From an optimization exercise on the open Yosys and OpenROAD flow, aimed at small area, a short achievable clock period and few clock cycles; shortcuts taken in it are not production practice.
At most, simulation tests tie the RTL to the original design; equivalence was not proved.

## run B
// vwac
module vwac (
  input  wire        clk,
  input  wire        rst,         
  input  wire        bus_valid,   
  input  wire        bus_write,   
  input  wire [11:0] bus_addr,    
  input  wire [31:0] bus_wdata,
  output reg  [31:0] bus_rdata    
);
clock: 11.0 ns
lec_check: 0
cap_margin: 20
core_margin: 2
core_utilization: 55
place_density: 0.65
setup_slack_margin: 5
slew_margin: 20
run.sh (not shown) runs the stock make flow with config.mk's settings and CLKGATE_MAP_FILE= SYNTH_SCRIPT=/design/flow/synth_recipe.tcl, a recipe that flattens the netlist after the stock synthesis.
Testbench counts of run B, summed over its fixed seeds: cycles 51,516.
### run B -> run D
--- a/flow/design.v
+++ b/flow/design.v
@@ -310,24 +310,22 @@
   reg [2:0]   a_unres;        
   reg         a_ubad, a_upend;
   reg [3:0]   a_ub;           
   reg [1:0]   pk_mode;
   reg [3:0]   pk_id;
   reg [3:0]   pk_s;
   reg [5:0]   pk_len;
   reg [1:0]   bi;
   reg [1:0]   carry;
   reg         v2;             
   reg [7:0]   ins_r;
-  reg [2:0]   wc;             
-  reg [6:0]   wb;
   reg [1:0]   ph;             
   reg [6:0]   bp;
   reg [2:0]   gc;
   reg [7:0]   gg;
   reg [5:0]   gn;
   reg [4:0]   nout;
   reg [1:0]   cc;
   reg [17:0]  cacc;
   reg [1:0]   lc;
   reg [9:0]   hsp;
   wire rd_req  = bus_valid & ~bus_write;
@@ -477,37 +475,22 @@
       if (gg == 8'hED && lc[1] == 1'b1) g_bad = 1'b1;
     end else if (gg >= 8'hF0 && gg <= 8'hF4) begin
       g_cp = {gg[2:0], cacc};
       if (cc != 2'd3) g_bad = 1'b1;
       if (gg == 8'hF0 && lc == 2'b00) g_bad = 1'b1;
       if (gg == 8'hF4 && lc != 2'b00) g_bad = 1'b1;
     end else
       g_bad = 1'b1;
   end
   wire [20:0] g_cpm = g_cp - 21'h10000;
   wire        g_sup = (g_cp[20:16] != 5'd0);
-  reg  [14:0] comb;
-  always @* begin
-    case (pk_s)
-      4'd4:    comb = {4'd0, wb, ins_r[3:0]};
-      4'd5:    comb = {3'd0, wb, ins_r[4:0]};
-      4'd6:    comb = {2'd0, wb, ins_r[5:0]};
-      4'd7:    comb = {1'd0, wb, ins_r[6:0]};
-      default: comb = {wb, ins_r[7:0]};
-    endcase
-  end
-  wire [3:0]  tot   = {1'b0, wc} + pk_s;
-  wire [7:0]  wbyte = comb >> (tot[2:0]);
-  wire [3:0]  wstep = step_of(win);
-  wire [2:0]  lsm   = in_len[2:0] * wstep[2:0];
-  wire [2:0]  wpad  = 3'd0 - lsm;
   wire fold_st = (st == S_IDLE) | (st == S_FAULT) | (st == S_ESCAN) | (st == S_ESTART);
   wire consume = v & pk_last & (st == S_EPACK);
   reg  rd_now;
   always @* begin
     case (st)
       S_IDLE, S_FAULT: rd_now = pend & port_free;
       S_ESCAN:         rd_now = ({10'd0, r} < in_len) & port_free;
       S_EPACK:         rd_now = ({10'd0, r} < in_len) & (~v | consume) & port_free;
       default:         rd_now = 1'b0;
     endcase
   end
@@ -581,62 +564,62 @@
           end else if (v) begin
           end else if (r != in_len[5:0]) begin
             if (r > in_len[5:0]) begin
               r <= 6'd0;
               a_lat <= 1'b1; a_keep <= 9'h1FF; a_unres <= 3'd0;
               a_ubad <= 1'b0; a_upend <= 1'b0; a_ub <= 4'd0;
             end
             st <= S_ESCAN;
           end else if (L_short) begin
             if (a_lat) begin
               pk_mode <= M_LATIN; pk_id <= 4'd10; pk_s <= 4'd8; pk_len <= in_len[5:0];
-              r <= 6'd0; acc <= 112'd0; bi <= 2'd0; v2 <= 1'b0; wc <= 3'd0;
+              r <= 6'd0; acc <= 112'd0; bi <= 2'd0; v2 <= 1'b0;
               st <= S_EPACK;
             end else if (a_ubad | a_upend) begin
               st_done <= 1'b1; st_res <= R_BAD_U16; st <= S_FAULT;
             end else if (a_ub > 4'd14) begin
               st_done <= 1'b1; st_res <= R_NOFIT; st <= S_IDLE;
             end else begin
               pk_mode <= M_UTF; pk_id <= 4'd0; pk_s <= 4'd8; pk_len <= {2'b00, a_ub};
-              r <= 6'd0; acc <= 112'd0; bi <= 2'd0; v2 <= 1'b0; wc <= 3'd0;
+              r <= 6'd0; acc <= 112'd0; bi <= 2'd0; v2 <= 1'b0;
               st <= S_EPACK;
             end
           end else if (win == 4'd0) begin
             st_done <= 1'b1; st_res <= R_NOFIT; st <= S_IDLE;
           end else begin
-            pk_mode <= M_ALPHA; pk_id <= win; pk_s <= wstep; pk_len <= in_len[5:0];
-            r <= 6'd0; acc <= 112'd0; bi <= 2'd0; v2 <= 1'b0; wc <= wpad; wb <= 7'd0;
+            pk_mode <= M_ALPHA; pk_id <= win; pk_s <= step_of(win); pk_len <= in_len[5:0];
+            r <= 6'd0; acc <= 112'd0; bi <= 2'd0; v2 <= 1'b0;
             st <= S_EPACK;
           end
         end
         S_ESCAN: begin
           if (({10'd0, r} == in_len) && !v) st <= S_ESTART;
         end
         S_EPACK: begin
           if (v) begin
             if (pk_mode == M_UTF) begin
               bi <= pk_last ? 2'd0 : bi + 2'd1;
               if (u_hs && bi == 2'd1) carry <= hs_w[1:0];
             end
             ins_r <= (pk_mode == M_ALPHA) ? {1'b0, pk_code} :
                      (pk_mode == M_UTF)   ? ubyte : u_r[7:0];
           end
           v2 <= v;
-          if (v2) begin
-            if (tot[3]) begin
-              acc <= {acc[103:0], wbyte};
-              wc <= tot[2:0];
-            end else
-              wc <= tot[2:0];
-            wb <= comb[6:0];
-          end
+          if (v2)
+            case (pk_s)
+              4'd4:    acc <= {acc[107:0], ins_r[3:0]};
+              4'd5:    acc <= {acc[106:0], ins_r[4:0]};
+              4'd6:    acc <= {acc[105:0], ins_r[5:0]};
+              4'd7:    acc <= {acc[104:0], ins_r[6:0]};
+              default: acc <= {acc[103:0], ins_r[7:0]};
+            endcase
           if (({10'd0, r} == in_len) && !v) st <= S_ECOMMIT;
         end
         S_ECOMMIT: begin
           hdr <= {2'b10, pk_id, pk_len};
           payload <= acc;
           for (j = 0; j < 14; j = j + 1) begin
             acc[8*j +: 8] <= char_in[j][7:0];
             stg[8*j +: 8] <= (pk_mode == M_UTF) ? char_in[j][15:8] : char_in[14+j][7:0];
           end
           rec_ok <= 1'b1; rec_n <= L5; rec_wide <= (pk_mode == M_UTF);
           st_done <= 1'b1; st_ok <= 1'b1; st_res <= R_SUCCESS; st <= S_IDLE;
Looking at area of the multi-input gates across run D and run B, the one that comes out lower is run B.
For the final clock skew, run D came in 41 ps lower than run B did.
[run D vs run B] total track usage: higher in run D
Taking run B as the reference point, the net count of the mapped netlist of run D rises by 213.
Share of the final layout cell area in multi-input gates: run D higher than run B
Function not checked in run D: the RTL went through the layout flow alone.

## separate check: timing with driven ports
In the flow no input, the clock included, has a driving cell. The finished layouts below were timed again as built, in two steps. Step 1 (the two cells are an assumption about what drives the block):
set clk [get_ports {clk}]
set_driving_cell -lib_cell sky130_fd_sc_hd__clkbuf_16 $clk
set_driving_cell -lib_cell sky130_fd_sc_hd__buf_2 [delete_from_list [all_inputs] $clk]
Step 2, shift: input delay + t, output delay - t, t = (earliest + latest rising clock arrival at the registers) / 2. This alone moves slack from input paths to output paths. a / b / c = ideal / step 1 / step 2; a / b = the first two.
run | t, ns | setup slack, ns | clock arrival spread, ns
run B | 0.930 | 4.741 / 4.792 / 3.862 | 0.097 / 0.097
run D | 0.944 | 4.835 / 4.807 / 3.863 | 0.055 / 0.056
After both steps every run listed still meets setup and hold. The setup slack of run D, which loses most, moves by -0.028 ns with the drivers and by -0.972 ns with both steps.
